Context: an optimization exercise on an open-source flow, tuned for small area and few clock cycles. The choices shown serve that exercise and are no tape-out recipe. In this exercise RTL edits were held to simulation tests only and were not proved equivalent to the original.

File: flow/run.sh
#!/bin/bash
# synth_recipe.tcl (not shown) runs the flow's synth.tcl, then flattens the netlist and writes it again
# the make line also repeats each setting of config.mk as NAME=value (left out here)
make -C /OpenROAD-flow-scripts/flow DESIGN_CONFIG=/design/flow/config.mk WORK_HOME=/design/flow/orfs CLKGATE_MAP_FILE= SYNTH_SCRIPT=/design/flow/synth_recipe.tcl finish
File: flow/config.mk
export PLATFORM = sky130hd
export DESIGN_NAME = crc_framer
export DESIGN_NICKNAME = crc_framer
export VERILOG_FILES = /design/flow/design.v
export SDC_FILE = /design/flow/constraint.sdc
export NUM_CORES = 4
export LEC_CHECK = 0
export CAP_MARGIN = 20
export CORE_MARGIN = 2
export CORE_UTILIZATION = 40
export SLEW_MARGIN = 20
File: flow/constraint.sdc
create_clock -name core_clock -period 10.0 [get_ports {clk}]
set_input_delay 2.0000 -clock core_clock [delete_from_list [all_inputs] [get_ports {clk}]]
set_output_delay 2.0000 -clock core_clock [all_outputs]
set_load 0.01 [all_outputs]
File: flow/design.v
module crc_framer (
  input  wire       clk,
  input  wire       rst,           
  input  wire       host_we,
  input  wire [9:0] host_addr,
  input  wire [7:0] host_wdata,
  output reg  [7:0] host_rdata,
  output wire       busy
);
  localparam integer K   = 16;            
  localparam integer KB  = 4;             
  localparam integer CB  = 6 - KB;        
  localparam [2:0] RS_NONE  = 3'd0;       
  localparam [2:0] RS_OK    = 3'd1;       
  localparam [2:0] RS_FATAL = 3'd2;       
  localparam [2:0] RS_BAD   = 3'd3;       
  localparam [2:0] RS_NOSES = 3'd4;       
  localparam [2:0] RS_RANGE = 3'd5;       
  function [15:0] crc16_byte;
    input [15:0] crc_in;
    input [7:0]  b;
    integer k;
    reg [15:0] c;
    begin
      c = crc_in;
      for (k = 0; k < 8; k = k + 1) begin
        if (b[k] != c[15]) c = {c[14:0], 1'b0} ^ 16'h8005;
        else               c = {c[14:0], 1'b0};
      end
      crc16_byte = c;
    end
  endfunction
  reg        run;                
  reg        fmode;              
  reg        op_check;           
  reg [7:0]  pos;                
  reg [15:0] crc_acc;            
  reg [7:0]  last_op;
  reg        fatal, reject;
  reg [2:0]  res;
  reg [7:0]  opcode, param1;
  reg [15:0] param2;
  reg [7:0]  data_len, rx_expect_len, rx_max_len;
  reg [6:0]  bus_addr;
  reg [31:0] exec_time;
  reg [7:0]  wake_cap, nak_cap;
  reg [7:0]  crc_len;
  reg        crc_valid;
  reg [15:0] crc_result;
  reg [15:0] crc_expect;
  reg [6:0]  frame_len;          
  reg [7:0]  fh_op, fh_p1;       
  reg [15:0] fh_p2;
  reg [15:0] fcrc;
  reg [8*56-1:0] fpay;           
  reg [8*64-1:0] data_buf;
  assign busy = run;
  wire done = (res != RS_NONE);
  wire       wr     = host_we && !run;
  wire       wr_lo  = wr && host_addr[9:5] == 5'd0;
  wire       wr_cmd = wr_lo && host_addr[4:0] == 5'h00;
  wire       is_frame_cmd = (host_wdata == 8'h10);
  wire [7:0] wd = host_wdata & {8{~rst}};
  function wsel;
    input [4:0] a;
    wsel = wr_lo && host_addr[4:0] == a;
  endfunction
  wire [7:0]  opcode_n   = rst ? 8'd0 : wsel(5'h08) ? host_wdata : opcode;
  wire [7:0]  param1_n   = rst ? 8'd0 : wsel(5'h09) ? host_wdata : param1;
  wire [7:0]  p2lo_n     = rst ? 8'd0 : wsel(5'h0A) ? host_wdata : param2[7:0];
  wire [7:0]  p2hi_n     = rst ? 8'd0 : wsel(5'h0B) ? host_wdata : param2[15:8];
  wire [7:0]  data_len_n = rst ? 8'd0 : wsel(5'h0C) ? host_wdata : data_len;
  always @(posedge clk) begin
    opcode   <= opcode_n;
    param1   <= param1_n;
    param2   <= {p2hi_n, p2lo_n};
    data_len <= data_len_n;
    if (rst || wsel(5'h0D)) rx_expect_len    <= wd;
    if (rst || wsel(5'h0E)) rx_max_len       <= wd;
    if (rst || wsel(5'h0F)) bus_addr         <= wd[6:0];
    if (rst || wsel(5'h10)) exec_time[7:0]   <= wd;
    if (rst || wsel(5'h11)) exec_time[15:8]  <= wd;
    if (rst || wsel(5'h12)) exec_time[23:16] <= wd;
    if (rst || wsel(5'h13)) exec_time[31:24] <= wd;
    if (rst || wsel(5'h14)) wake_cap         <= wd;
    if (rst || wsel(5'h15)) nak_cap          <= wd;
    if (rst || wsel(5'h18)) crc_len          <= wd;
    if (rst || wsel(5'h1C)) crc_expect[7:0]  <= wd;
    if (rst || wsel(5'h1D)) crc_expect[15:8] <= wd;
    if (rst || wr_cmd)      last_op          <= wd;
  end
  genvar gi;
  generate
    for (gi = 0; gi < 64; gi = gi + 1) begin : g_data
      always @(posedge clk)
        if (rst || (wr && host_addr == 10'h100 + gi))
          data_buf[8*gi +: 8] <= wd;
    end
  endgenerate
  wire [CB-1:0]  csel  = run ? pos[5:KB] : host_addr[5:KB];
  wire [8*K-1:0] chunk = data_buf[csel*(8*K) +: 8*K];
  wire [8*K-1:0] edata = (pos[7:6] == 2'b00) ? chunk : {8*K{1'b0}};
  wire        emode_f = run ? fmode : host_wdata[4];
  wire [7:0]  elen    = emode_f ? data_len : crc_len;
  wire [7:0]  rem     = elen - pos;
  wire        last    = (rem <= K);
  wire [KB:0] cnt     = last ? rem[KB:0] : K[KB:0];
  wire [15:0] ein     = emode_f ? crc_acc : {16{run}} & crc_acc;
  reg [15:0] st [0:K];
  integer j;
  always @(*) begin
    st[0] = ein;
    for (j = 0; j < K; j = j + 1)
      st[j+1] = crc16_byte(st[j], edata[8*j +: 8]);
  end
  wire [15:0] eout = st[cnt];
  wire [15:0] crc_h_n = crc16_byte(crc16_byte(crc16_byte(crc16_byte(crc16_byte(
                          16'h0000, data_len_n + 8'd7), opcode_n), param1_n),
                          p2lo_n), p2hi_n);
  wire start_crc   = wr_cmd && (host_wdata == 8'h01 || host_wdata == 8'h02);
  wire start_frame = wr_cmd && is_frame_cmd && data_len <= 8'd56;
  wire go          = (start_crc || start_frame) && !last;
  always @(posedge clk) begin
    if (rst) begin
      run      <= 1'b0;
      fmode    <= 1'b0;
      op_check <= 1'b0;
      pos      <= 8'd0;
    end else if (run) begin
      if (last) begin
        run   <= 1'b0;
        fmode <= 1'b0;
        pos   <= 8'd0;
      end else begin
        pos   <= pos + K[7:0];
      end
    end else if (go) begin
      run      <= 1'b1;
      fmode    <= host_wdata[4];
      op_check <= host_wdata[1];
      pos      <= K[7:0];
    end
  end
  always @(posedge clk) begin
    if (run && !last) crc_acc <= eout;
    else if (go)      crc_acc <= eout;
    else              crc_acc <= crc_h_n;
  end
  wire fin_crc   = run ? (last && !fmode) : (start_crc && last);
  wire fin_chk   = fin_crc && (run ? op_check : host_wdata[1]);
  wire fin_frame = run ? (last && fmode) : (start_frame && last);
  always @(posedge clk) begin
    if (rst || fin_crc) crc_result <= rst ? 16'd0 : eout;
    if (rst || fin_chk) crc_valid  <= !rst && (eout == crc_expect);
    if (fin_frame)      fcrc       <= eout;
  end
  always @(posedge clk) begin
    if (rst) begin
      fatal     <= 1'b0;
      reject    <= 1'b0;
      res       <= RS_NONE;
      frame_len <= 7'd0;
    end else begin
      if (host_we && run)
        reject <= 1'b1;
      if (run) begin
        if (last) begin
          res <= RS_OK;
          if (fmode) frame_len <= data_len[6:0] + 7'd8;
        end
      end else if (wr_cmd) begin
        res       <= RS_NONE;
        frame_len <= 7'd0;
        case (host_wdata)
          8'h01, 8'h02: if (last) res <= RS_OK;
          8'h10: begin
            if (data_len > 8'd56) begin
              reject <= 1'b1;
              res    <= RS_RANGE;
            end else if (last) begin
              frame_len <= data_len[6:0] + 7'd8;
              res       <= RS_OK;
            end
          end
          8'h20: begin
            fatal <= 1'b1;
            res   <= RS_FATAL;
          end
          8'h21, 8'h22, 8'h23, 8'h24, 8'h30, 8'h31: begin
            reject <= 1'b1;
            res    <= RS_NOSES;
          end
          default: begin
            reject <= 1'b1;
            res    <= RS_BAD;
          end
        endcase
      end else if (wsel(5'h02) && host_wdata[0]) begin
        reject    <= 1'b0;
        res       <= RS_NONE;
        frame_len <= 7'd0;
      end
    end
  end
  always @(posedge clk) begin
    if (wr_cmd && is_frame_cmd) begin
      fh_op <= opcode;
      fh_p1 <= param1;
      fh_p2 <= param2;
      fpay  <= data_buf[8*56-1:0];
    end
  end
  wire [5:0] fa = host_addr[5:0];
  reg  [7:0] fbyte;
  always @(*) begin
    case (fa)
      6'd0: fbyte = 8'h03;
      6'd1: fbyte = {1'b0, frame_len - 7'd1};
      6'd2: fbyte = fh_op;
      6'd3: fbyte = fh_p1;
      6'd4: fbyte = fh_p2[7:0];
      6'd5: fbyte = fh_p2[15:8];
      6'd62, 6'd63: fbyte = 8'h00;
      default: fbyte = fpay[(fa - 6'd6)*8 +: 8];
    endcase
    if ({1'b0, fa} == frame_len - 7'd2) fbyte = fcrc[7:0];
    if ({1'b0, fa} == frame_len - 7'd1) fbyte = fcrc[15:8];
  end
  wire fvalid = ({1'b0, fa} < frame_len);
  reg [3:0] kind, reason;
  always @(*) begin
    case (res)
      RS_OK:    begin kind = 4'd1; reason = 4'd0;  end
      RS_FATAL: begin kind = 4'd6; reason = 4'd7;  end
      RS_BAD:   begin kind = 4'd8; reason = 4'd10; end
      RS_NOSES: begin kind = 4'd8; reason = 4'd11; end
      RS_RANGE: begin kind = 4'd8; reason = 4'd14; end
      default:  begin kind = 4'd0; reason = 4'd0;  end
    endcase
  end
  always @(*) begin
    host_rdata = 8'h00;
    case (host_addr[9:8])
      2'b00: begin
        case (host_addr[7:0])
          8'h00: host_rdata = last_op;
          8'h01: host_rdata = {3'b000, 1'b0, reject, fatal, done, busy};
          8'h03: host_rdata = {4'd0, kind};
          8'h06: host_rdata = {4'd0, reason};
          8'h08: host_rdata = opcode;
          8'h09: host_rdata = param1;
          8'h0A: host_rdata = param2[7:0];
          8'h0B: host_rdata = param2[15:8];
          8'h0C: host_rdata = data_len;
          8'h0D: host_rdata = rx_expect_len;
          8'h0E: host_rdata = rx_max_len;
          8'h0F: host_rdata = {1'b0, bus_addr};
          8'h10: host_rdata = exec_time[7:0];
          8'h11: host_rdata = exec_time[15:8];
          8'h12: host_rdata = exec_time[23:16];
          8'h13: host_rdata = exec_time[31:24];
          8'h14: host_rdata = wake_cap;
          8'h15: host_rdata = nak_cap;
          8'h16: host_rdata = {1'b0, frame_len};
          8'h18: host_rdata = crc_len;
          8'h19: host_rdata = {7'd0, crc_valid};
          8'h1A: host_rdata = crc_result[7:0];
          8'h1B: host_rdata = crc_result[15:8];
          8'h1C: host_rdata = crc_expect[7:0];
          8'h1D: host_rdata = crc_expect[15:8];
          default: host_rdata = 8'h00;
        endcase
      end
      2'b01: if (host_addr[7:6] == 2'b00) host_rdata = chunk[host_addr[KB-1:0]*8 +: 8];
      2'b11: if (host_addr[7:6] == 2'b00 && fvalid) host_rdata = fbyte;
      default: host_rdata = 8'h00;
    endcase
  end
endmodule
==> results of run 1 <==
==> final cells by class <==
| class | instances | area (um2) | area share, % |
|---|---|---|---|
| Antenna cell | 5 | 12.51 | 0.01812 |
| Clock buffer | 161 | 3452 | 4.998 |
| Clock inverter | 70 | 665.6 | 0.9638 |
| Inverter | 41 | 153.9 | 0.2228 |
| Multi-Input combinational cell | 2707 | 24910 | 36.07 |
| Sequential cell | 1203 | 35370 | 51.22 |
| Tap cell | 2030 | 2540 | 3.678 |
| Timing Repair Buffer | 236 | 1954 | 2.830 |
==> cells by family (layout without fill, tap and decap cells) <==
| family | after synthesis | count (layout) | share of synthesized area, % |
|---|---|---|---|
| muxes | 389 | 389 | 11.64 |
| other | 2 | 7 | 0.01230 |
| DFF | 1203 | 1203 | 57.93 |
| xor gates and xnor gates | 837 | 837 | 15.16 |
| and+or+nand+nor | 831 | 831 | 5.877 |
| AOI/OAI and AO/OA | 629 | 629 | 7.266 |
| buffers and inverters | 234 | 508 | 1.725 |
| adders and majority gates | 19 | 19 | 0.3893 |
==> critical path, cell delays in order <==
cell             delay [ps]
buf_2                   250
mux2_8                  520
buf_12                  270
buf_12                  350
buf_4                   370
buf_4                   310
mux4_2                  660
mux4_2                  500
o311ai_0               1000
o221ai_1                640
clkdlybuf4s50_1         640
==> cell usage after synthesis (all sizes together), types with 74 or more instances <==
cell	count	area share, %
nor2	290	1.8
a21oi	119	0.98
edfxtp	1128	55
a22oi	74	0.91
nand2	316	2.0
mux4	255	9.4
clkbuf	119	0.74
buf	74	0.73
xor2	263	4.1
xnor2	472	7.2
dfxtp	75	2.5
mux2i	129	2.1
==> through the flow <==
stage          TNS (ps)  cells  setup slack (ps)  hold WS, ps
2_1_floorplan   -340880   4144             -2041        416.8
3_3_place_gp          0   6217             96.03        425.3
3_5_place_dp     -8.065   6217            -8.065        428.2
4_1_cts               0   6448             538.3        424.5
5_1_grt               0   6448             375.7        450.9
6_report              0   6453             321.9        421.3
==> flip-flops by register name, indices dropped and copies added (netlist names), 16 cells and up <==
name and flops:
crc_acc 16, crc_expect 16, crc_result 16, data_buf 512
exec_time 32, fcrc 16, fh_p2 16, fpay 448
param2 16
==> how the worst max path moves through the flow <==
| stage | cells past startpoint | slack (ps) | endpoint |
|---|---|---|---|
| floorplan | 10 | -2040 | fcrc[0] |
| global placement | 22 | 100 | crc_valid |
| detailed placement | 21 | -8 | crc_valid |
| CTS | 11 | 540 | host_rdata[3] |
| global route | 11 | 380 | host_rdata[3] |
| finish | 11 | 320 | host_rdata[3] |
==> layer usage <==
metal	up-vias	global-route usage [%]	routed length, um
met5	-	0	55
met4	8	12.26	11520
met1	20826	40.13	91280
li1	16226	-	-
met3	472	6.325	23830
met2	2539	46.31	107300
==> flow_metrics.tcl, run 1 <==
set metrics [dict create \
    outcome "complete, no violations" \
    syn_area_mm2 0.06106 \
    synth_edf_count 1128 \
    startpoint "host_addr[4]" \
    cts.sink_count 1203 \
    postLayoutCoreUtil_pct 45.52 \
    initial_utilization_pct 40.24 \
    gp_congestion 1.015 \
    avgRoutedWirePerCell_um 36.26 \
    reg2regPathDepth 21 \
    num-nets-final 4359 \
    portBuffers 29 \
    grt_max_degree 137 \
    antenna_found_initial 15 \
    drive_gt1_share_pct 17.61 \
    grt_pass1_wl_mm 318.0 \
    arrival_ps 7680 \
    cts.path.max_buffers 3 \
    clkLatencyLatePin_ps 760 \
    grt_usage_pct 29.61 \
    rows 143 \
    ctsHoldBuffers 0 \
    tightest_slew_ps 1222 \
    min_to "fpay[100]" \
    synth-main-ff-cell "edfxtp_1" \
    critPathKind "input pin to output pin" \
    fillers 13531 \
    hpwl_mm 176.4 \
    hold_path_class "flip-flop to flip-flop" \
    setup_viol_count_final 0 \
    fmax_mhz 103.3 \
    wl_mm 234.0 \
    start_kind "input pin" \
    vias_per_cell 6.210 \
    area_growth_pct 13.11 \
    reg2reg_from "run" \
    critPathCaptureType "output pin" \
    die_y_um 394.7 \
    whs_path_depth 0 \
    final_cell_mix "edfxtp_1, xnor2_1, nand2_1" \
    reg2reg_to "crc_valid" \
    finalClockSkew_ps 29.37 \
    ys.warnings.count 2 \
    gr-total-overflow 0 \
    yosysUniqueCellTypes 95 \
    maxCapViolCount 0 \
    placed_area_mm2 0.06493 \
    first_iter_violations 6235 \
    cts.clk_slew.worst_paths_ps 60 \
    finalHoldViolCount 0 \
    die_area_mm2 0.1558 \
    final.min_clock_period_ps 9678 \
    synth_seq_cells 1203 \
    avgSynthCellArea_um2 14.73 \
    root_buffer "clkbuf_16" \
    reg2reg_slack_ps 1180 \
    postLayoutCellArea_mm2 0.06907 \
    ant_nets 0 \
    timing.final.crit_share_pct 96.78 \
    post-cts-setup-buffer-count 0 \
    cts_buffers 130 \
    ys_seq_area_share_pct 57.93 \
    synthCells 4144 \
    grt_pass1_vias 37983 \
    required_ps 8000 \
    routed-via-count 40071 \
    relSlewSlack_pct 17.49 \
    io_pins 30 \
    drc 0 \
    synth-async-reset-ratio_pct 0 \
    critPathMaxFanout 50 \
    cts_tree "done" \
    layout_commonest_cell "edfxtp_1" \
    die_width_um 394.7 \
    core_area_mm2 0.1517 \
    post_cts_resized 0 \
    rsz0062_at_grt "no" \
    min_from "data_buf[100]" \
    drv_slew 0 \
    dr.pass1.iters 6 \
    h-tree-depth 4 \
]
Testbench counts, summed over its fixed seeds: cycles 36,035.
==> run 2: changes to the inputs <==
--- a/flow/design.v
+++ b/flow/design.v
@@ -46,5 +46,6 @@
   reg [7:0]  wake_cap, nak_cap;
   reg [7:0]  crc_len;
-  reg        crc_valid;
+  reg        vlive;              
+  reg        vreg;               
   reg [15:0] crc_result;
   reg [15:0] crc_expect;
@@ -99,6 +100,13 @@
   endgenerate
   wire [CB-1:0]  csel  = run ? pos[5:KB] : host_addr[5:KB];
-  wire [8*K-1:0] chunk = data_buf[csel*(8*K) +: 8*K];
-  wire [8*K-1:0] edata = (pos[7:6] == 2'b00) ? chunk : {8*K{1'b0}};
+  wire           ctail = run && pos[7:6] != 2'b00;    
+  reg  [8*K-1:0] chunk;
+  integer ci;
+  always @(*) begin
+    chunk = {8*K{1'b0}};
+    for (ci = 0; ci < 64 / K; ci = ci + 1)
+      chunk = chunk | (data_buf[ci*(8*K) +: 8*K] & {8*K{csel == ci && !ctail}});
+  end
+  wire [8*K-1:0] edata = chunk;
   wire        emode_f = run ? fmode : host_wdata[4];
   wire [7:0]  elen    = emode_f ? data_len : crc_len;
@@ -115,4 +123,23 @@
   end
   wire [15:0] eout = st[cnt];
+  wire [15:0] sa = crc_acc;
+  wire [15:0] m64;
+  assign m64[0]  = sa[0] ^ sa[1] ^ sa[2] ^ sa[3] ^ sa[4] ^ sa[5] ^ sa[6] ^ sa[7] ^ sa[14] ^ sa[15];
+  assign m64[1]  = sa[0] ^ sa[1] ^ sa[2] ^ sa[3] ^ sa[4] ^ sa[5] ^ sa[6] ^ sa[7] ^ sa[8] ^ sa[15];
+  assign m64[2]  = sa[0] ^ sa[8] ^ sa[9] ^ sa[14] ^ sa[15];
+  assign m64[3]  = sa[1] ^ sa[9] ^ sa[10] ^ sa[15];
+  assign m64[4]  = sa[2] ^ sa[10] ^ sa[11];
+  assign m64[5]  = sa[3] ^ sa[11] ^ sa[12];
+  assign m64[6]  = sa[4] ^ sa[12] ^ sa[13];
+  assign m64[7]  = sa[5] ^ sa[13] ^ sa[14];
+  assign m64[8]  = sa[0] ^ sa[6] ^ sa[14] ^ sa[15];
+  assign m64[9]  = sa[1] ^ sa[7] ^ sa[15];
+  assign m64[10] = sa[2] ^ sa[8];
+  assign m64[11] = sa[3] ^ sa[9];
+  assign m64[12] = sa[4] ^ sa[10];
+  assign m64[13] = sa[5] ^ sa[11];
+  assign m64[14] = sa[6] ^ sa[12];
+  assign m64[15] = sa[0] ^ sa[1] ^ sa[2] ^ sa[3] ^ sa[4] ^ sa[5] ^ sa[6] ^ sa[13] ^ sa[14] ^ sa[15];
+  wire skip = ctail && rem > 8'd64;
   wire [15:0] crc_h_n = crc16_byte(crc16_byte(crc16_byte(crc16_byte(crc16_byte(
                           16'h0000, data_len_n + 8'd7), opcode_n), param1_n),
@@ -133,5 +160,5 @@
         pos   <= 8'd0;
       end else begin
-        pos   <= pos + K[7:0];
+        pos   <= pos + (skip ? 8'd64 : K[7:0]);
       end
     end else if (go) begin
@@ -143,5 +170,5 @@
   end
   always @(posedge clk) begin
-    if (run && !last) crc_acc <= eout;
+    if (run && !last) crc_acc <= skip ? m64 : eout;
     else if (go)      crc_acc <= eout;
     else              crc_acc <= crc_h_n;
@@ -152,5 +179,16 @@
   always @(posedge clk) begin
     if (rst || fin_crc) crc_result <= rst ? 16'd0 : eout;
-    if (rst || fin_chk) crc_valid  <= !rst && (eout == crc_expect);
+  end
+  wire rx_eq     = (crc_result == crc_expect);
+  wire crc_valid = vlive ? rx_eq : vreg;
+  wire vfreeze   = fin_crc || wsel(5'h1C) || wsel(5'h1D);
+  always @(posedge clk) begin
+    if (rst) begin
+      vlive <= 1'b0;
+      vreg  <= 1'b0;
+    end else if (vfreeze) begin
+      vreg  <= crc_valid;
+      vlive <= fin_chk;
+    end
     if (fin_frame)      fcrc       <= eout;
   end
@@ -212,16 +250,12 @@
   end
   wire [5:0] fa = host_addr[5:0];
+  wire [8*64-1:0] fimg = {16'h0000, fpay, fh_p2, fh_p1, fh_op,
+                          1'b0, frame_len - 7'd1, 8'h03};
   reg  [7:0] fbyte;
-  always @(*) begin
-    case (fa)
-      6'd0: fbyte = 8'h03;
-      6'd1: fbyte = {1'b0, frame_len - 7'd1};
-      6'd2: fbyte = fh_op;
-      6'd3: fbyte = fh_p1;
-      6'd4: fbyte = fh_p2[7:0];
-      6'd5: fbyte = fh_p2[15:8];
-      6'd62, 6'd63: fbyte = 8'h00;
-      default: fbyte = fpay[(fa - 6'd6)*8 +: 8];
-    endcase
+  integer fi;
+  always @(*) begin
+    fbyte = 8'h00;
+    for (fi = 0; fi < 64; fi = fi + 1)
+      fbyte = fbyte | (fimg[fi*8 +: 8] & {8{fa == fi}});
     if ({1'b0, fa} == frame_len - 7'd2) fbyte = fcrc[7:0];
     if ({1'b0, fa} == frame_len - 7'd1) fbyte = fcrc[15:8];
--- a/flow/config.mk
+++ b/flow/config.mk
@@ -8,4 +8,6 @@
 export CAP_MARGIN = 20
 export CORE_MARGIN = 2
-export CORE_UTILIZATION = 40
+export CORE_UTILIZATION = 55
+export CTS_CLUSTER_DIAMETER = 80
+export CTS_CLUSTER_SIZE = 30
 export SLEW_MARGIN = 20
==> run 2 against run 1 <==
First-iteration DRC count is 47% higher. Largest cell class unchanged. Hold slack improved by 15 ps. Critical endpoint is now host_rdata[7]. Die area down 29%. Global-route usage is 21 points higher. Critical path type unchanged. Flip-flop and latch count increased by 1. Count of clock-buffer cells in the layout fell by 103.
==> flow_metrics.tcl, run 2 <==
set metrics [dict create \
    routed-via-count 45424 \
    syn_area_mm2 0.05930 \
    dr.pass1.iters 7 \
    area_growth_pct 9.204 \
    grtUsageMet2_pct 70.53 \
    met3_usage_pct 18.74 \
    cts.clk_slew.worst_paths_ps 120 \
    vias_per_cell 7.616 \
    num-nets-final 4563 \
    largest_register_ffs 512 \
    yosys.area.top_type_share_pct 57.07 \
    hold_path_class "flip-flop to flip-flop" \
    timing.final.crit_share_pct 97.07 \
    io_pins 30 \
    ys.warnings.count 2 \
    slowest_stage "clkdlybuf4s50_1" \
    postLayoutCoreUtil_pct 60.49 \
    finalHoldViolCount 0 \
    dp_cells 5869 \
    required_ps 8000 \
    grt_busiest_layer "met2" \
    synthCells 4375 \
    core_area_mm2 0.1071 \
    synth-async-reset-ratio_pct 0 \
    first_iter_violations 9147 \
    ctsHoldBuffers 0 \
    wl_mm 281.6 \
    slowest_delay_ps 1030 \
    critPathTopFamily "simple AND/OR/NAND/NOR gates" \
    clkLatencyLatePin_ps 770 \
    use_met1_pct 62.83 \
    die_area_mm2 0.1105 \
    tightest_slew_ps 1350 \
    instances_no_fill 5964 \
    cts_buffers 53 \
    outcome "complete, no violations" \
    synth-main-ff-cell "edfxtp_1" \
    cts.path.max_buffers 3 \
    largest-register "data_buf" \
    finalClockSkew_ps 83.09 \
    synth_edf_count 1127 \
    grt_pass1_wl_mm 371.8 \
    setup_viol_count_final 0 \
    relSlewSlack_pct 9.988 \
    synth_seq_cells 1204 \
    post_cts_resized 0 \
    ant_nets 0 \
    critPathMaxFanout 13 \
    drive_gt1_share_pct 13.25 \
    crit_buf_inv 3 \
    die_width_um 332.4 \
    synthTopCellsByCount "edfxtp_1, xnor2_1, nand2_1" \
    h-tree-depth 2 \
    setup-tns-final_ps 0 \
    die_y_um 332.4 \
    rsz0062_at_grt "no" \
    rows 120 \
    cts.sink_count 1204 \
    grt_pass1_vias 41155 \
    synth_area_leaders "edfxtp_1, xnor2_1, mux2i_1" \
    hpwl_mm 209.3 \
    avgRoutedWirePerCell_um 47.22 \
    avgSynthCellArea_um2 13.55 \
    ys_seq_area_share_pct 59.67 \
    portBuffers 29 \
    antenna_found_initial 23 \
    yosysUniqueCellTypes 104 \
    synth_top_area_cell "edfxtp_1" \
    fmax_mhz 103.0 \
    path_cells "clkdlybuf4s50_1 -> nand2b_1 -> nor2_4 -> a22oi_1 -> buf_4 -> nand4_1 -> nor2_1 -> a31oi_1 -> o21ai_0 -> nand4_1 -> mux2i_1 -> nor2_1 -> o21ai_0 -> nand3_1 -> clkdlybuf4s50_1" \
    drv_slew 0 \
    start_kind "input pin" \
    arrival_ps 7710 \
    initial_utilization_pct 55.39 \
    grt_usage_pct 50.33 \
    yosysMostFrequentCell "edfxtp_1" \
    post-cts-setup-buffer-count 0 \
    gr-total-overflow 0 \
    root_buffer "clkbuf_16" \
    cts_tree "done" \
    final.min_clock_period_ps 9707 \
    final_cell_mix "edfxtp_1, xnor2_1, buf_4" \
    critPathKind "input pin to output pin" \
    drc 0 \
    largestRegisters "data_buf: 512 flops, fpay: 448 flops, exec_time: 32 flops" \
    gp_congestion 1.111 \
    critPathCaptureType "output pin" \
    grt_max_degree 180 \
    maxCapViolCount 0 \
    layout_commonest_cell "edfxtp_1" \
]
run 2: changes by cell type in the layout (fill, tap and decap cells not counted), sizes merged, moves of 80 or more:
cell | previous run | this run
xor2 | 263 | 163
clkbuf | 161 | 59
mux4 | 255 | 3
xnor2 | 472 | 392
a221oi | 27 | 130
buf | 212 | 317
run 2: worst reg2reg max path, cell delays in order (launching register included):
cell	delay, ps
dfxtp_2	720
mux2_8	570
buf_4	260
mux2i_1	860
o22ai_1	390
buf_4	280
xnor3_1	380
xnor3_1	300
xor2_1	570
xnor3_1	480
xnor3_2	330
xnor2_4	300
xnor3_2	480
xnor3_2	290
xnor3_1	580
xnor2_2	300
mux2_2	370
a2111oi_0	490
nand4_1	280
a2bb2oi_2	210
and2_1	180
run 2: layout make-up:
| class | count | area (um2) |
|---|---|---|
| fill | 8406 | 42300 |
| sequential | 1204 | 35390 |
| multi-input combinational | 2884 | 22960 |
| timing repair buffer | 344 | 2746 |
| tap | 1403 | 1755 |
| clock buffer | 58 | 1345 |
| clock inverter | 24 | 392.9 |
| inverter | 36 | 147.6 |
| antenna | 11 | 27.53 |
run 2: through the flow:
step,area (um2),hold WS (ps),worst slack (ps)
detailed placement,62940,431.3,221.6
CTS,64680,427.6,823.7
global placement,62930,427.8,351.5
finish,64760,436.3,293.2
global route,64730,439.2,534.0
floorplan,59410,425.7,-93.72
run 2: cells by family after synthesis:
group / Yosys count / share of synthesized area (%)
simple gates: 877 / 6.741
buf+inv: 287 / 2.209
xor+xnor: 659 / 13.24
compound gates: 1109 / 13.92
fa+ha+maj: 19 / 0.4009
mux: 218 / 3.806
other cells: 2 / 0.01266
flops: 1204 / 59.67
run 2: worst paths after layout:
path	from	endpoint	slack (ps)	cells past startpoint
hold / removal	data_buf[70]	fpay[70]	440	0
setup / recovery	host_addr[1]	host_rdata[7]	290	15
hold reg to reg	data_buf[70]	fpay[70]	440	0
setup reg to reg	run	crc_result[15]	1140	20
run 2: layer usage:
layer,vias up,wire [um]
met4,18,28740
li1,17372,-
met5,-,116
met2,4369,115700
met3,1069,43200
met1,22596,93890
Testbench counts of run 2, summed over its fixed seeds: cycles 35,279.
==> run 3: changes to the inputs <==
--- a/flow/config.mk
+++ b/flow/config.mk
@@ -10,4 +10,4 @@
 export CORE_UTILIZATION = 55
 export CTS_CLUSTER_DIAMETER = 80
-export CTS_CLUSTER_SIZE = 30
+export CTS_CLUSTER_SIZE = 25
 export SLEW_MARGIN = 20
==> run 3 against run 2 <==
Sequential share of layout area shrank 0.13 points. Clock skew rose by 2.1 ps. Global-route usage is 0.092 points higher. Final cell count increased by 0.17%. Die area unchanged. Critical path depth fell by 1. Setup slack worse by 64 ps. Hold slack got worse by 12 ps. Non-clock buffer count rose by 3. Critical endpoint unchanged. Highest routed layer unchanged.
==> flow_metrics.tcl, run 3 <==
set metrics [dict create \
    critPathKind "input pin to output pin" \
    startpoint "host_addr[1]" \
    crit_buf_inv 2 \
    synth_seq_cells 1204 \
    root_buffer "clkbuf_16" \
    die_y_um 332.4 \
    synthCells 4375 \
    post_cts_resized 0 \
    outcome "complete, no violations" \
    num-nets-final 4572 \
    finalHoldViolCount 0 \
    yosys.area.top_type_share_pct 57.07 \
    reg2regPathDepth 20 \
    cts.sink_count 1204 \
    instances_no_fill 5974 \
    fillers 8396 \
    slowest_stage "clkdlybuf4s50_1" \
    largest_register_ffs 512 \
    whs_path_depth 0 \
    first_iter_violations 9095 \
    cts_tree "done" \
    gr-total-overflow 0 \
    dp_cells 5869 \
    grt_pass1_wl_mm 372.4 \
    drc 0 \
    reg2reg_from "run" \
    reg2reg_to "crc_result[15]" \
    avgSynthCellArea_um2 13.55 \
    hpwl_mm 209.3 \
    routed-via-count 45524 \
    yosysMostFrequentCell "edfxtp_1" \
    wl_mm 282.8 \
    die_area_mm2 0.1105 \
    final_cell_mix "edfxtp_1, xnor2_1, buf_4" \
    tightest_slew_ps 1294 \
    drive_gt1_share_pct 13.34 \
    ctsHoldBuffers 0 \
    slowest_delay_ps 840 \
    relSlewSlack_pct 13.71 \
    avgRoutedWirePerCell_um 47.34 \
    critPathCaptureType "output pin" \
    worst_slack_ps 228.9 \
    path_cells "clkdlybuf4s50_1 -> nand2_1 -> nor2_2 -> a22oi_1 -> nand4_1 -> nor2_1 -> a31oi_1 -> o21ai_0 -> nand4_1 -> mux2i_1 -> nor2_1 -> o21ai_0 -> nand3_1 -> clkdlybuf4s50_1" \
    whs_ps 424.6 \
    ys.warnings.count 2 \
    place_ws_ps 221.6 \
    synth_top_area_cell "edfxtp_1" \
    synth_edf_count 1127 \
    area_growth_pct 9.459 \
    dr.pass1.iters 10 \
    syn_area_mm2 0.05930 \
    hold_path_class "flip-flop to flip-flop" \
    start_kind "input pin" \
    arrival_ps 7770 \
    synthTopCellsByCount "edfxtp_1, xnor2_1, nand2_1" \
    post-cts-setup-buffer-count 0 \
    rows 120 \
    required_ps 8000 \
    drv_slew 0 \
    timing.final.crit_share_pct 97.71 \
    cts.clk_slew.worst_paths_ps 100 \
    io_pins 30 \
    grt_usage_pct 50.42 \
    h-tree-depth 2 \
    gp_congestion 1.111 \
    grt_max_degree 180 \
    fmax_mhz 102.3 \
    layout_commonest_cell "edfxtp_1" \
    grt_pass1_vias 41336 \
    maxCapViolCount 0 \
    ys_seq_area_share_pct 59.67 \
    setup_viol_count_final 0 \
    critPathMaxFanout 10 \
    rsz0062_at_grt "no" \
    initial_utilization_pct 55.39 \
    vias_per_cell 7.620 \
    clkLatencyLatePin_ps 800 \
    core_area_mm2 0.1071 \
    min_from "data_buf[66]" \
    final.min_clock_period_ps 9771 \
    setup-tns-final_ps 0 \
    cts_buffers 59 \
    portBuffers 29 \
    yosysUniqueCellTypes 104 \
    synth-main-ff-cell "edfxtp_1" \
    cts.path.max_buffers 3 \
    critPathTopFamily "simple AND/OR/NAND/NOR gates" \
    largest-register "data_buf" \
    reg2reg_slack_ps 1180 \
    synth_area_leaders "edfxtp_1, xnor2_1, mux2i_1" \
    largestRegisters "data_buf: 512 flops, fpay: 448 flops, exec_time: 32 flops" \
    antenna_found_initial 18 \
    finalClockSkew_ps 85.19 \
    synth-async-reset-ratio_pct 0 \
    min_to "fpay[66]" \
    die_width_um 332.4 \
    ant_nets 0 \
]
==> run 3: cell types whose count changed in the layout (fill, tap and decap cells not counted), moves of 2 or more <==
cell | before | now
buf_16 | 0 | 2
clkbuf_1 | 5 | 9
clkbuf_16 | 53 | 59
clkinv_16 | 5 | 3
clkinv_8 | 3 | 1
clkinv_4 | 3 | 1
clkinv_1 | 2 | 0
diode_2 | 11 | 14
==> run 3: routing by layer <==
layer,wire length (um),GRT usage (%)
met1,93860,63.01
met2,115500,70.73
met3,44290,18.91
met4,29120,39.26
met5,57,0
==> run 3: worst max path at each step <==
stage	slack [ps]	cells past startpoint	end
after global routing	520	14	host_rdata[7]
after CTS	820	16	host_rdata[2]
after detailed placement	220	22	crc_result[1]
after floorplan	-90	8	fh_op[0]
final	230	14	host_rdata[7]
after global placement	350	22	crc_result[1]
==> run 3: final cells by class <==
cell class	instances	area, um2	area share [%]
Inverter	36	147.6	0.2275
Clock buffer	69	1524	2.348
Antenna cell	14	35.03	0.05397
Sequential cell	1204	35390	54.52
Clock inverter	17	305.3	0.4704
Timing Repair Buffer	347	2806	4.324
Multi-Input combinational cell	2884	22950	35.36
Tap cell	1403	1755	2.705
==> run 3: worst reg2reg max path, stage by stage (launching register included) <==
cell	delay [ps]
dfxtp_2	730
mux2_8	560
buf_4	250
mux2i_1	820
o22ai_1	370
buf_4	270
xnor3_1	380
xnor3_1	300
xor2_1	580
xnor3_1	490
xnor3_2	340
xnor2_4	300
xnor3_2	480
xnor3_2	290
xnor3_1	580
xnor2_2	300
mux2_2	370
a2111oi_0	500
nand4_1	280
a2bb2oi_2	210
and2_1	180
==> run 3: per-stage QoR <==
| stage | cell area, um2 | utilization [%] |
|---|---|---|
| final | 64910 | 60.63 |
| after global routing | 64870 | 60.60 |
| after CTS | 64770 | 60.50 |
| after detailed placement | 62940 | 58.79 |
| after global placement | 62930 | 58.78 |
| after floorplan | 59410 | - |
==> run 3: logic make-up (layout without fill, tap and decap cells) <==
logic type | after synthesis | count (layout) | synth area share (%)
other | 2 | 16 | 0.01266
adders and majority gates | 19 | 19 | 0.4009
buffers and inverters | 287 | 469 | 2.209
xor gates and xnor gates | 659 | 659 | 13.24
DFF | 1204 | 1204 | 59.67
muxes | 218 | 218 | 3.806
and+or+nand+nor | 877 | 877 | 6.741
AOI/OAI and AO/OA | 1109 | 1109 | 13.92
==> run 4: changes to the inputs <==
--- a/flow/design.v
+++ b/flow/design.v
@@ -35,4 +35,5 @@
   reg        op_check;           
   reg [7:0]  pos;                
+  reg        spec;               
   reg [15:0] crc_acc;            
   reg [7:0]  last_op;
@@ -99,6 +100,7 @@
     end
   endgenerate
-  wire [CB-1:0]  csel  = run ? pos[5:KB] : host_addr[5:KB];
-  wire           ctail = run && pos[7:6] != 2'b00;    
+  wire           own   = run || (host_we && host_addr[9:8] == 2'b00);
+  wire [CB-1:0]  csel  = own ? pos[5:KB] : host_addr[5:KB];
+  wire           ctail = own && pos[7:6] != 2'b00;    
   reg  [8*K-1:0] chunk;
   integer ci;
@@ -109,10 +111,19 @@
   end
   wire [8*K-1:0] edata = chunk;
-  wire        emode_f = run ? fmode : host_wdata[4];
-  wire [7:0]  elen    = emode_f ? data_len : crc_len;
-  wire [7:0]  rem     = elen - pos;
-  wire        last    = (rem <= K);
-  wire [KB:0] cnt     = last ? rem[KB:0] : K[KB:0];
-  wire [15:0] ein     = emode_f ? crc_acc : {16{run}} & crc_acc;
+  function [KB:0] clip;
+    input [7:0] n;
+    clip = (n <= K) ? n[KB:0] : K[KB:0];
+  endfunction
+  wire [7:0]  rem_run  = (fmode ? data_len : crc_len) - pos;
+  wire [7:0]  rem_c    = crc_len - pos;
+  wire        last_run = (rem_run <= K);
+  wire        lastF    = (data_len <= K);
+  wire        lastC    = (rem_c <= K);
+  wire        last     = run ? last_run : (host_wdata[4] ? lastF : lastC);
+  wire [7:0]  rem      = run ? rem_run : rem_c;
+  wire [KB:0] cnt      = run ? clip(rem_run) :
+                         host_addr[4:0] != 5'h00 ? K[KB:0] :
+                         host_wdata[4] ? clip(data_len) : clip(rem_c);
+  wire [15:0] ein      = crc_acc & {16{run || spec || (host_wdata[4] && !host_addr[4])}};
   reg [15:0] st [0:K];
   integer j;
@@ -142,4 +153,5 @@
   assign m64[15] = sa[0] ^ sa[1] ^ sa[2] ^ sa[3] ^ sa[4] ^ sa[5] ^ sa[6] ^ sa[13] ^ sa[14] ^ sa[15];
   wire skip = ctail && rem > 8'd64;
+  wire [15:0] enext = skip ? m64 : eout;
   wire [15:0] crc_h_n = crc16_byte(crc16_byte(crc16_byte(crc16_byte(crc16_byte(
                           16'h0000, data_len_n + 8'd7), opcode_n), param1_n),
@@ -147,5 +159,12 @@
   wire start_crc   = wr_cmd && (host_wdata == 8'h01 || host_wdata == 8'h02);
   wire start_frame = wr_cmd && is_frame_cmd && data_len <= 8'd56;
-  wire go          = (start_crc || start_frame) && !last;
+  wire frame_fb    = start_frame && spec;
+  wire go          = (start_crc && !last) || (start_frame && (spec || !last));
+  wire wr_data     = wr && host_addr[9:6] == 4'b0100;
+  wire wr_len      = wsel(5'h18);
+  wire ahead_start = wr_len && !spec && host_wdata > K;
+  wire ahead_step  = spec && wr_lo && !wr_cmd && !wr_len && rem_c > K;
+  wire spec_n      = !rst && !run && !wr_cmd && !wr_data &&
+                     (spec ? !wr_len : ahead_start);
   always @(posedge clk) begin
     if (rst) begin
@@ -166,15 +185,25 @@
       fmode    <= host_wdata[4];
       op_check <= host_wdata[1];
+      pos      <= frame_fb ? 8'd0 : pos + (skip ? 8'd64 : K[7:0]);
+    end else if (ahead_start) begin
       pos      <= K[7:0];
+    end else if (ahead_step) begin
+      pos      <= pos + (skip ? 8'd64 : K[7:0]);
+    end else if (!spec_n) begin
+      pos      <= 8'd0;
     end
   end
   always @(posedge clk) begin
-    if (run && !last) crc_acc <= skip ? m64 : eout;
-    else if (go)      crc_acc <= eout;
-    else              crc_acc <= crc_h_n;
+    spec <= spec_n;
+    if (rst)
+      crc_acc <= crc_h_n;
+    else if ((run && !last) || (go && !frame_fb) || ahead_start || ahead_step)
+      crc_acc <= enext;
+    else if (!spec_n)
+      crc_acc <= crc_h_n;
   end
   wire fin_crc   = run ? (last && !fmode) : (start_crc && last);
   wire fin_chk   = fin_crc && (run ? op_check : host_wdata[1]);
-  wire fin_frame = run ? (last && fmode) : (start_frame && last);
+  wire fin_frame = run ? (last && fmode) : (start_frame && last && !spec);
   always @(posedge clk) begin
     if (rst || fin_crc) crc_result <= rst ? 16'd0 : eout;
@@ -216,5 +245,5 @@
               reject <= 1'b1;
               res    <= RS_RANGE;
-            end else if (last) begin
+            end else if (last && !spec) begin
               frame_len <= data_len[6:0] + 7'd8;
               res       <= RS_OK;
==> run 4 against run 3 <==
The layout now fails its checks (setup timing). Non-clock buffer count increased by 81. Wire length increased by 1.0%. Critical path depth unchanged. Fmax decreased by 3.7%. Count of clock-buffer cells in the layout decreased by 3. Die area decreased by 1.5%. Global-route usage increased by 1.7 points. Critical path type unchanged. Critical endpoint is now host_rdata[6].
==> flow_metrics.tcl, run 4 <==
set metrics [dict create \
    cts.clk_slew.worst_paths_ps 100 \
    critPathMaxFanout 9 \
    synth_seq_cells 1205 \
    worst_slack_ps -143.3 \
    die_y_um 329.9 \
    cts_buffers 60 \
    ys.warnings.count 2 \
    fmax_mhz 98.59 \
    num-nets-final 4661 \
    synthCells 4303 \
    grt_pass1_vias 41572 \
    avgRoutedWirePerCell_um 47.29 \
    gp_congestion 1.150 \
    outcome "failed layout checks" \
    synth_area_leaders "edfxtp_1, xnor2_1, xnor3_1" \
    rows 119 \
    setup_viol_count_final 2 \
    synth_top_area_cell "edfxtp_1" \
    wl_mm 285.8 \
    final_cell_mix "edfxtp_1, buf_4, nand2_1" \
    hpwl_mm 218.2 \
    largestRegisters "data_buf: 512 flops, fpay: 448 flops, exec_time: 32 flops" \
    grt_usage_pct 52.10 \
    drc 0 \
    finalClockSkew_ps 62.88 \
    arrival_ps 8140 \
    start_kind "input pin" \
    avgSynthCellArea_um2 13.57 \
    required_ps 8000 \
    synth_edf_count 1143 \
    post_cts_resized 0 \
    post-cts-setup-buffer-count 0 \
    yosysMostFrequentCell "edfxtp_1" \
    timing.final.crit_share_pct 101.4 \
    dr.pass1.iters 9 \
    largest-register "data_buf" \
    critPathKind "input pin to output pin" \
    maxCapViolCount 0 \
    critPathCaptureType "output pin" \
    drive_gt1_share_pct 13.58 \
    largest_register_ffs 512 \
    cts.sink_count 1205 \
    root_buffer "clkbuf_16" \
    clkLatencyLatePin_ps 770 \
    whs_ps 431.8 \
    finalHoldViolCount 0 \
    ant_nets 0 \
    cts_tree "done" \
    slowest_delay_ps 910 \
    hold_path_class "flip-flop to flip-flop" \
    path_cells "clkdlybuf4s50_1 -> nor2_1 -> nand2_1 -> nor2_1 -> buf_4 -> a22oi_1 -> nand4_1 -> or4_1 -> nor4_2 -> o21ai_0 -> mux2i_1 -> o221ai_1 -> buf_4 -> clkdlybuf4s50_1" \
    core_area_mm2 0.1053 \
    relSlewSlack_pct 10.52 \
    cts.path.max_buffers 3 \
    rsz0062_at_grt "no" \
    routed-via-count 45941 \
    first_iter_violations 10305 \
    failed_checks "setup timing" \
    ys_seq_area_share_pct 60.89 \
    slowest_stage "clkdlybuf4s50_1" \
    antenna_found_initial 19 \
    synth-async-reset-ratio_pct 0 \
    h-tree-depth 2 \
    gr-total-overflow 0 \
    die_width_um 329.9 \
    yosysUniqueCellTypes 104 \
    portBuffers 29 \
    final.min_clock_period_ps 10140 \
    io_pins 30 \
    layout_commonest_cell "edfxtp_1" \
    die_area_mm2 0.1088 \
    grt_pass1_wl_mm 374.7 \
    tightest_slew_ps 1330 \
    area_growth_pct 10.93 \
    initial_utilization_pct 55.48 \
    drv_slew 0 \
    syn_area_mm2 0.05841 \
    yosys.area.top_type_share_pct 58.77 \
    synth-main-ff-cell "edfxtp_1" \
    synthTopCellsByCount "edfxtp_1, nand2_1, xnor2_1" \
    grt_max_degree 189 \
    vias_per_cell 7.601 \
    ctsHoldBuffers 0 \
]
run 4: cell count changes after synthesis, sizes merged, moves of 39 or more:
cell,before,now
mux2i,201,54
nand2,301,385
o22ai,130,49
a22oi,137,214
o31ai,75,9
a21o,2,61
a222oi,38,88
clkbuf,165,116
a221o,49,10
a221oi,130,91
run 4: logic make-up after synthesis:
kind of cell / Yosys count / synth area share, %
AOI/OAI and AO/OA: 1089 / 13.94
buffers and inverters: 241 / 1.671
other: 2 / 0.01286
DFF: 1205 / 60.89
and+or+nand+nor: 953 / 7.491
xor gates and xnor gates: 698 / 13.74
muxes: 89 / 1.697
adders and majority gates: 26 / 0.5527
run 4: final timing paths:
path                      from       endpoint  slack (ps)  cells past startpoint
setup reg to reg           run     crc_acc[0]        1650                     23
hold / removal     data_buf[0]        fpay[0]         430                      0
setup / recovery  host_addr[1]  host_rdata[6]        -140                     14
hold reg to reg    data_buf[0]        fpay[0]         430                      0
run 4: area by class of cell:
cell class	count	area (um2)
fill	8190	40480
sequential	1205	35570
multi-input combinational	2859	22040
timing repair buffer	428	3357
tap	1391	1740
clock buffer	66	1524
clock inverter	20	295.3
inverter	61	229.0
antenna	14	35.03
run 4: per-layer routing:
layer	global-route usage, %	share of wire, %	routed length (um)
met5	0.8261	0.067	191
met4	30.00	7.8	22430
met3	27.46	19	53860
met2	70.13	39	111800
met1	66.72	34	97550
run 4: critical path: cells and delay by family:
kind / cells / cell delay, ps
AO/OA/AOI/OAI: 3 / 790
buffers and inverters: 4 / 1890
AND/OR/NAND/NOR: 6 / 3240
multiplexers: 1 / 160
run 4: stage by stage:
stage	utilization, %	instances	setup slack [ps]	setup TNS, ps	cell area [um2]
after floorplan	-	4305	-1028	-493470	58450
after global placement	59.76	5943	202.7	0	62910
after detailed placement	59.77	5943	119.0	0	62910
after CTS	61.49	6029	580.4	0	64730
after global routing	61.51	6030	177.2	0	64750
final	61.55	6044	-143.3	-202.9	64790
Testbench counts of run 4, summed over its fixed seeds: cycles 33,628.
==> run 5: changes to the inputs <==
--- a/flow/config.mk
+++ b/flow/config.mk
@@ -11,3 +11,4 @@
 export CTS_CLUSTER_DIAMETER = 80
 export CTS_CLUSTER_SIZE = 25
+export SETUP_SLACK_MARGIN = 1.4
 export SLEW_MARGIN = 20
==> run 5 against run 4 <==
The run now finishes clean. Count of clock-buffer cells in the layout unchanged. Highest routed layer unchanged. Register-to-register slack better by 340 ps. Final cell count up 1.4%. Clock skew down 6.4 ps. Utilization up 1.8 points. Largest cell class unchanged. First-iteration DRC count up 3.2%.
==> flow_metrics.tcl, run 5 <==
set metrics [dict create \
    path_cells "clkdlybuf4s50_1 -> or3b_4 -> nand2_1 -> o21ai_4 -> buf_12 -> buf_4 -> buf_12 -> a222oi_1 -> nand2_2 -> mux4_2 -> nand2_1 -> o211ai_1 -> nand3_1 -> o221ai_1 -> clkdlybuf4s50_1" \
    die_width_um 329.9 \
    synthTopCellsByCount "edfxtp_1, nand2_1, xnor2_1" \
    gr-total-overflow 0 \
    met3_usage_pct 27.80 \
    portBuffers 29 \
    syn_area_mm2 0.05841 \
    largest_register_ffs 512 \
    rows 119 \
    synthCells 4303 \
    dr.pass1.iters 13 \
    yosysUniqueCellTypes 104 \
    tightest_slew_ps 1276 \
    grt_usage_pct 52.39 \
    num-nets-final 4750 \
    postLayoutCellArea_mm2 0.06671 \
    grt_pass1_vias 41829 \
    synth_area_leaders "edfxtp_1, xnor2_1, xnor3_1" \
    cts.path.max_buffers 3 \
    cts.clk_slew.worst_paths_ps 100 \
    cts_buffers 60 \
    maxCapViolCount 0 \
    critPathCaptureType "output pin" \
    avgRoutedWirePerCell_um 47.09 \
    clkLatencyLatePin_ps 770 \
    vias_per_cell 7.583 \
    drv_slew 0 \
    critPathMaxFanout 54 \
    h-tree-depth 2 \
    drive_gt1_share_pct 18.95 \
    setup-tns-final_ps 0 \
    synth_seq_cells 1205 \
    finalHoldViolCount 0 \
    setup_viol_count_final 0 \
    wl_mm 288.7 \
    cts.sink_count 1205 \
    synth-async-reset-ratio_pct 0 \
    avgSynthCellArea_um2 13.57 \
    relSlewSlack_pct 14.16 \
    yosysMostFrequentCell "edfxtp_1" \
    area_growth_pct 14.22 \
    core_area_mm2 0.1053 \
    cts_tree "done" \
    gp_congestion 1.150 \
    initial_utilization_pct 55.48 \
    synth_top_area_cell "edfxtp_1" \
    yosys.area.top_type_share_pct 58.77 \
    rsz0062_at_grt "yes" \
    hold_path_class "flip-flop to flip-flop" \
    largest-register "data_buf" \
    largestRegisters "data_buf: 512 flops, fpay: 448 flops, exec_time: 32 flops" \
    layout_commonest_cell "edfxtp_1" \
    grt_pass1_wl_mm 377.1 \
    io_pins 30 \
    grtUsageMet2_pct 71.11 \
    ys_seq_area_share_pct 60.89 \
    outcome "complete, no violations" \
    critPathKind "input pin to output pin" \
    final.min_clock_period_ps 8827 \
    drc 0 \
    arrival_ps 6830 \
    slowest_delay_ps 590 \
    antenna_found_initial 26 \
    crit_buf_inv 5 \
    placed_area_mm2 0.06291 \
    first_iter_violations 10637 \
    start_kind "input pin" \
    grt_busiest_layer "met2" \
    ant_nets 0 \
    root_buffer "clkbuf_16" \
    whs_ps 431.6 \
    synth_edf_count 1143 \
    synth-main-ff-cell "edfxtp_1" \
    die_y_um 329.9 \
    hpwl_mm 218.2 \
    ys.warnings.count 2 \
    use_met1_pct 66.89 \
    slowest_stage "a222oi_1" \
    grt_max_degree 189 \
    finalClockSkew_ps 56.45 \
    required_ps 8000 \
    timing.final.crit_share_pct 88.27 \
    routed-via-count 46491 \
    final_cell_mix "edfxtp_1, buf_4, nand2_1" \
    critPathTopFamily "buffers and inverters" \
    die_area_mm2 0.1088 \
    fmax_mhz 113.3 \
]
==> run 5: cell counts after synthesis <==
Identical to the previous run, type by type.
==> run 5: cells by family after synthesis <==
family                   share of synthesized area (%)
AND/OR/NAND/NOR                                  7.491
other                                          0.01286
multiplexers                                     1.697
buffers and inverters                            1.671
AO/OA/AOI/OAI                                    13.94
adder cells (fa/ha/maj)                         0.5527
flip-flops                                       60.89
XOR/XNOR                                         13.74
==> run 5: routing by layer <==
metal,part of all wire [%],wire (um),up-vias
met4,7.6,21800,30
met3,19,54130,1045
met2,40,114300,4983
met1,34,97820,22912
met5,0.21,619,-
li1,-,-,17521
==> run 5: path summary, 6_finish.rpt <==
| kind | startpoint | endpoint | slack (ps) | cells after the start |
|---|---|---|---|---|
| worst max register to register | pos[4] | crc_acc[15] | 1990 | 22 |
| worst min-delay path | data_buf[425] | fpay[425] | 430 | 0 |
| worst min register to register | data_buf[425] | fpay[425] | 430 | 0 |
| worst max-delay path | host_we | host_rdata[5] | 1170 | 15 |
==> run 5: final cells by class <==
cell class | count | area [um2]
Sequential cell | 1205 | 35570
Multi-Input combinational cell | 2861 | 23110
Inverter | 61 | 229.0
Clock inverter | 20 | 295.3
Timing Repair Buffer | 515 | 4218
Fill cell | 7950 | 38560
Tap cell | 1391 | 1740
Antenna cell | 12 | 30.03
Clock buffer | 66 | 1524
==> run 5: metrics by stage <==
stage / instances / utilization, % / setup slack (ps)
floorplan: 4305 / - / -1028
global placement: 5943 / 59.76 / 202.7
detailed placement: 5943 / 59.77 / 119.0
CTS: 6064 / 62.17 / 1357
global route: 6122 / 63.35 / 1320
finish: 6131 / 63.37 / 1173
==> run 5: what timing repair did <==
| item | CTS | global route |
|---|---|---|
| pin swaps | 32 | 66 |
| gates cloned | 3 | 1 |
| endpoints found under the setup margin | 25 | 24 |
| buffers inserted | 32 | 53 |
| resized for setup | 105 | 165 |
| hold buffers | 0 | 0 |
==> run 6: changes to the inputs <==
--- a/flow/config.mk
+++ b/flow/config.mk
@@ -6,9 +6,9 @@
 export NUM_CORES = 4
 export LEC_CHECK = 0
-export CAP_MARGIN = 20
+export CAP_MARGIN = 40
 export CORE_MARGIN = 2
 export CORE_UTILIZATION = 55
 export CTS_CLUSTER_DIAMETER = 80
 export CTS_CLUSTER_SIZE = 25
-export SETUP_SLACK_MARGIN = 1.4
+export SETUP_SLACK_MARGIN = 1.0
 export SLEW_MARGIN = 20
==> run 6 against run 5 <==
Still clean. Wire length decreased by 0.82%. Hold slack improved by 12 ps. Design area decreased by 1.9%. Utilization decreased by 1.2 points. Die area unchanged. Via count decreased by 1.1%. Setup slack got worse by 310 ps. Sequential share of layout area increased by 1.0 points. Non-clock buffer count decreased by 45. Critical endpoint is now host_rdata[0].
==> flow_metrics.tcl, run 6 <==
set metrics [dict create \
    synth-main-ff-cell "edfxtp_1" \
    min_to "fpay[71]" \
    grt_pass1_wl_mm 375.0 \
    setup-tns-final_ps 0 \
    synth_seq_cells 1205 \
    critPathKind "input pin to output pin" \
    cts.path.max_buffers 3 \
    die_area_mm2 0.1088 \
    relSlewSlack_pct 12.44 \
    yosys.area.top_type_share_pct 58.77 \
    path_cells "clkdlybuf4s50_1 -> buf_4 -> or2_1 -> clkbuf_8 -> nor2_1 -> buf_4 -> a22o_1 -> a221oi_1 -> nand4_1 -> nor3_1 -> a21oi_1 -> buf_4 -> a21oi_1 -> nor2_1 -> a21oi_1 -> nor2_1 -> a31oi_1 -> o21ai_0 -> buf_4 -> clkdlybuf4s50_1" \
    arrival_ps 7130 \
    cts.clk_slew.worst_paths_ps 100 \
    avgRoutedWirePerCell_um 47.03 \
    outcome "complete, no violations" \
    tightest_slew_ps 1313 \
    die_width_um 329.9 \
    fmax_mhz 109.5 \
    core_area_mm2 0.1053 \
    critPathMaxFanout 26 \
    cts.sink_count 1205 \
    finalClockSkew_ps 73.87 \
    routed.top_layer "met5" \
    portBuffers 29 \
    drc 0 \
    hold_path_class "flip-flop to flip-flop" \
    cts_buffers 59 \
    critPathCaptureType "output pin" \
    first_iter_violations 10492 \
    num-nets-final 4702 \
    die_y_um 329.9 \
    ys_seq_area_share_pct 60.89 \
    synth_top_area_cell "edfxtp_1" \
    rsz0062_at_grt "yes" \
    whs_path_depth 0 \
    slowest_stage "a221oi_1" \
    reg2reg_from "pos[4]" \
    maxCapViolCount 0 \
    crit_buf_inv 7 \
    yosysUniqueCellTypes 104 \
    required_ps 8000 \
    vias_per_cell 7.551 \
    ant_nets 0 \
    clkLatencyLatePin_ps 770 \
    largest-register "data_buf" \
    area_growth_pct 12.04 \
    syn_area_mm2 0.05841 \
    final.min_clock_period_ps 9135 \
    worst_slack_ps 865.2 \
    largestRegisters "data_buf: 512 flops, fpay: 448 flops, exec_time: 32 flops" \
    gr-total-overflow 0 \
    slowest_delay_ps 750 \
    grt_usage_pct 52.10 \
    ys.warnings.count 2 \
    synthTopCellsByCount "edfxtp_1, nand2_1, xnor2_1" \
    ctsHoldBuffers 0 \
    synth_area_leaders "edfxtp_1, xnor2_1, xnor3_1" \
    yosysMostFrequentCell "edfxtp_1" \
    path_common_cell "buf_4" \
    timing.final.crit_share_pct 91.35 \
    reg2regPathDepth 20 \
    setup_viol_count_final 0 \
    hpwl_mm 220.8 \
    synth_edf_count 1143 \
    root_buffer "clkbuf_16" \
    critPathTopFamily "buffers and inverters" \
    gp_congestion 1.150 \
    reg2reg_to "crc_acc[0]" \
    reg2reg_slack_ps 1940 \
    min_from "data_buf[71]" \
    rows 119 \
    layout_commonest_cell "edfxtp_1" \
    wl_mm 286.3 \
    drive_gt1_share_pct 15.09 \
    routed-via-count 45968 \
    postLayoutCoreUtil_pct 62.16 \
    place_ws_ps 112.4 \
    drv_slew 0 \
    finalHoldViolCount 0 \
    h-tree-depth 2 \
    grt_pass1_vias 41514 \
    synth-async-reset-ratio_pct 0 \
    wl_met3_mm 54.15 \
    io_pins 30 \
    start_kind "input pin" \
    wl_met1_mm 96.90 \
    cts_tree "done" \
    dr.pass1.iters 10 \
    synthCells 4303 \
    antenna_found_initial 26 \
    final_cell_mix "edfxtp_1, buf_4, nand2_1" \
    wl_met2_mm 113.1 \
    initial_utilization_pct 55.48 \
    largest_register_ffs 512 \
    grt_max_degree 189 \
    avgSynthCellArea_um2 13.57 \
]
-- run 6: kinds of logic (layout without fill, tap and decap cells) --
family	after synthesis	in the layout	synth area share, %
AOI/OAI and AO/OA	1089	1089	13.94
xor gates and xnor gates	698	698	13.74
DFF	1205	1205	60.89
other	2	23	0.01286
muxes	89	89	1.697
buffers and inverters	241	614	1.671
adders and majority gates	26	26	0.5527
and+or+nand+nor	953	953	7.491
-- run 6: area by class of cell --
cell class / instances / area, um2
Clock inverter: 17 / 251.5
Tap cell: 1391 / 1740
Sequential cell: 1205 / 35570
Fill cell: 8078 / 39830
Antenna cell: 19 / 47.55
Inverter: 61 / 229.0
Clock buffer: 66 / 1503
Timing Repair Buffer: 470 / 3834
Multi-Input combinational cell: 2859 / 22270
-- run 6: worst max path at each step --
stage                       startpoint            end  slack, ps  cells past startpoint
after floorplan           host_addr[8]       fh_op[0]      -1030                      7
after global placement         host_we    crc_acc[15]        200                     25
after detailed placement       host_we     crc_acc[0]        110                     25
after CTS                 host_addr[1]  host_rdata[3]        990                     17
after global routing           host_we     crc_acc[1]        950                     25
final                     host_addr[5]  host_rdata[0]        870                     20
-- run 6: per-stage QoR --
step / cell area, um2 / hold WS, ps / cells
2_1_floorplan: 58450 / 419.5 / 4305
3_3_place_gp: 62910 / 425.1 / 5943
3_5_place_dp: 63280 / 427.2 / 5973
4_1_cts: 65160 / 446.7 / 6059
5_1_grt: 65390 / 447.1 / 6070
6_report: 65440 / 443.4 / 6088
-- run 6: layer usage --
layer	global-route usage (%)	up-vias
met4	29.72	24
li1	-	17451
met3	27.20	951
met1	66.97	22627
met2	70.18	4915
met5	0.8696	-
-- run 6: timing repair --
item / in CTS / in global routing
gates resized for setup: 26 / 36
setup endpoints to repair: 15 / 18
pin swaps: 4 / 6
setup buffers: 3 / 4
==> run 7: changes to the inputs <==
--- a/flow/config.mk
+++ b/flow/config.mk
@@ -11,4 +11,4 @@
 export CTS_CLUSTER_DIAMETER = 80
 export CTS_CLUSTER_SIZE = 25
-export SETUP_SLACK_MARGIN = 1.0
+export SETUP_SLACK_MARGIN = 0.7
 export SLEW_MARGIN = 20
==> run 7 against run 6 <==
Still clean on timing, DRC and antenna. Global-route usage hardly changed. Die area is the same. First-iteration DRC count is 1.2% higher. Synthesized cell count unchanged. Via count rose by 0.21%. Register-to-register slack lost 170 ps. Design area is 0.29% lower. Wire length about the same. Non-clock buffer count fell by 3.
==> flow_metrics.tcl, run 7 <==
set metrics [dict create \
    outcome "complete, no violations" \
    grt_pass1_wl_mm 374.9 \
    antenna_found_initial 23 \
    use_met1_pct 66.42 \
    reg2reg_to "crc_acc[0]" \
    core_area_mm2 0.1053 \
    reg2regPathDepth 20 \
    drive_gt1_share_pct 14.50 \
    yosys.area.top_type_share_pct 58.77 \
    postLayoutCoreUtil_pct 61.98 \
    cts_buffers 59 \
    first_iter_violations 10614 \
    synthTopCellsByCount "edfxtp_1, nand2_1, xnor2_1" \
    cts.clk_slew.worst_paths_ps 90 \
    hpwl_mm 220.8 \
    avgSynthCellArea_um2 13.57 \
    root_buffer "clkbuf_16" \
    syn_area_mm2 0.05841 \
    synthCells 4303 \
    vias_per_cell 7.580 \
    hold_path_class "flip-flop to flip-flop" \
    finalClockSkew_ps 80.71 \
    area_growth_pct 11.71 \
    min_to "fpay[255]" \
    required_ps 8000 \
    yosysUniqueCellTypes 104 \
    instances_no_fill 6077 \
    timing.final.crit_share_pct 94.13 \
    synth-main-ff-cell "edfxtp_1" \
    reg2reg_from "pos[4]" \
    rows 119 \
    grt_max_degree 189 \
    die_area_mm2 0.1088 \
    rsz0062_at_grt "yes" \
    min_from "data_buf[255]" \
    multi_input_area_mm2 0.02213 \
    tightest_slew_ps 1202 \
    cts.sink_count 1205 \
    largestRegisters "data_buf: 512 flops, fpay: 448 flops, exec_time: 32 flops" \
    critPathMaxFanout 7 \
    dp_cells 5973 \
    initial_utilization_pct 55.48 \
    ctsHoldBuffers 0 \
    reg2reg_slack_ps 1770 \
    critPathKind "input pin to output pin" \
    dr.pass1.iters 11 \
    whs_path_depth 0 \
    setup-tns-final_ps 0 \
    die_width_um 329.9 \
    critPathCaptureType "output pin" \
    finalHoldViolCount 0 \
    avgRoutedWirePerCell_um 47.13 \
    arrival_ps 7410 \
    die_y_um 329.9 \
    yosysMostFrequentCell "edfxtp_1" \
    portBuffers 29 \
    routed-via-count 46064 \
    final.min_clock_period_ps 9413 \
    wl_mm 286.4 \
    relSlewSlack_pct 19.85 \
    met3_usage_pct 27.63 \
    synth-async-reset-ratio_pct 0 \
    start_kind "input pin" \
    num-nets-final 4699 \
    largest_register_ffs 512 \
    ff_latch_area_mm2 0.03557 \
    ys.warnings.count 2 \
]
[run 7: cell families (layout without fill, tap and decap cells)]
| logic type | count (synthesis) | after routing | share of synthesized area (%) |
|---|---|---|---|
| flops | 1205 | 1205 | 60.89 |
| mux | 89 | 89 | 1.697 |
| fa+ha+maj | 26 | 26 | 0.5527 |
| xor+xnor | 698 | 698 | 13.74 |
| simple gates | 953 | 953 | 7.491 |
| compound gates | 1089 | 1089 | 13.94 |
| other cells | 2 | 15 | 0.01286 |
| buf+inv | 241 | 611 | 1.671 |
[run 7: timing repair]
item,4_1_cts,5_1_grt
setup buffers,0,4
pin swaps,1,4
setup endpoints to repair,4,17
resized for setup,4,21
[run 7: worst max-delay path: cells and delay by family]
family                 cells  cell delay (ps)
AO/OA/AOI/OAI              3              710
buffers and inverters      4             1990
multiplexers               1              140
AND/OR/NAND/NOR            7             2550
[run 7: metrics by stage]
stage / hold slack [ps] / setup WS (ps) / instance area (um2)
after floorplan: 419.5 / -1028 / 58450
after global placement: 425.1 / 202.7 / 62910
after detailed placement: 427.2 / 112.4 / 63280
after CTS: 446.7 / 709.4 / 65050
after global routing: 449.8 / 670.2 / 65220
final: 429.7 / 586.7 / 65240
[run 7: worst max-delay path by stage]
stage	start	end	slack [ps]	cells after the start
2_1_floorplan	host_addr[8]	fh_op[0]	-1030	7
3_3_place_gp	host_we	crc_acc[15]	200	25
3_5_place_dp	host_we	crc_acc[0]	110	25
4_1_cts	host_we	host_rdata[2]	710	17
5_1_grt	host_we	crc_acc[15]	670	23
6_report	host_addr[2]	host_rdata[2]	590	15
[run 7: metal layers]
| layer | vias up | wire [um] |
|---|---|---|
| met1 | 22719 | 96960 |
| met4 | 32 | 22390 |
| li1 | 17431 | - |
| met2 | 4926 | 112700 |
| met5 | - | 506 |
| met3 | 956 | 53800 |
[run 7: cell type report]
| type | count | area share, % |
|---|---|---|
| Clock inverter | 17 | 0.3855 |
| Inverter | 61 | 0.3509 |
| Multi-Input combinational cell | 2859 | 33.92 |
| Timing Repair Buffer | 467 | 5.818 |
| Clock buffer | 66 | 2.303 |
| Tap cell | 1391 | 2.668 |
| Sequential cell | 1205 | 54.51 |
| Antenna cell | 11 | 0.04219 |

-- port drivers added, routing unchanged --
How much do the figures lean on ideal ports? The routed layouts below were timed once more, with nothing changed but the port constraints. Step 1 (the two cells are an assumption about what drives the block):
set clk [get_ports {clk}]
set_driving_cell -lib_cell sky130_fd_sc_hd__clkbuf_16 $clk
set_driving_cell -lib_cell sky130_fd_sc_hd__buf_2 [delete_from_list [all_inputs] $clk]
Step 2, shift: input delay + t, output delay - t, t = (earliest + latest rising clock arrival at the registers) / 2. This alone moves slack from input paths to output paths. a / b / c = ideal ports / drivers / drivers and shift; a / b = the first two.
| run | t, ns | setup slack, ns | worst data-port slew with drivers (ns) |
|---|---|---|---|
| run 1 | 0.833 | 0.322 / 0.293 / -0.102 | 0.05 |
| run 2 | 0.805 | 0.293 / 0.258 / -0.149 | 0.04 |
| run 3 | 0.835 | 0.229 / 0.196 / -0.172 | 0.04 |
| run 4 | 0.811 | -0.143 / -0.169 / -0.316 | 0.04 |
| run 5 | 0.816 | 1.173 / 1.144 / 0.592 | 0.04 |
| run 6 | 0.806 | 0.865 / 0.838 / 0.349 | 0.06 |
| run 7 | 0.804 | 0.587 / 0.566 / 0.088 | 0.06 |
Met with ideal ports but missed after step 2: setup timing in run 1, run 2 and run 3. For run 5, which loses most, drivers alone change the setup slack by -0.029 ns; drivers and shift together by -0.581 ns.
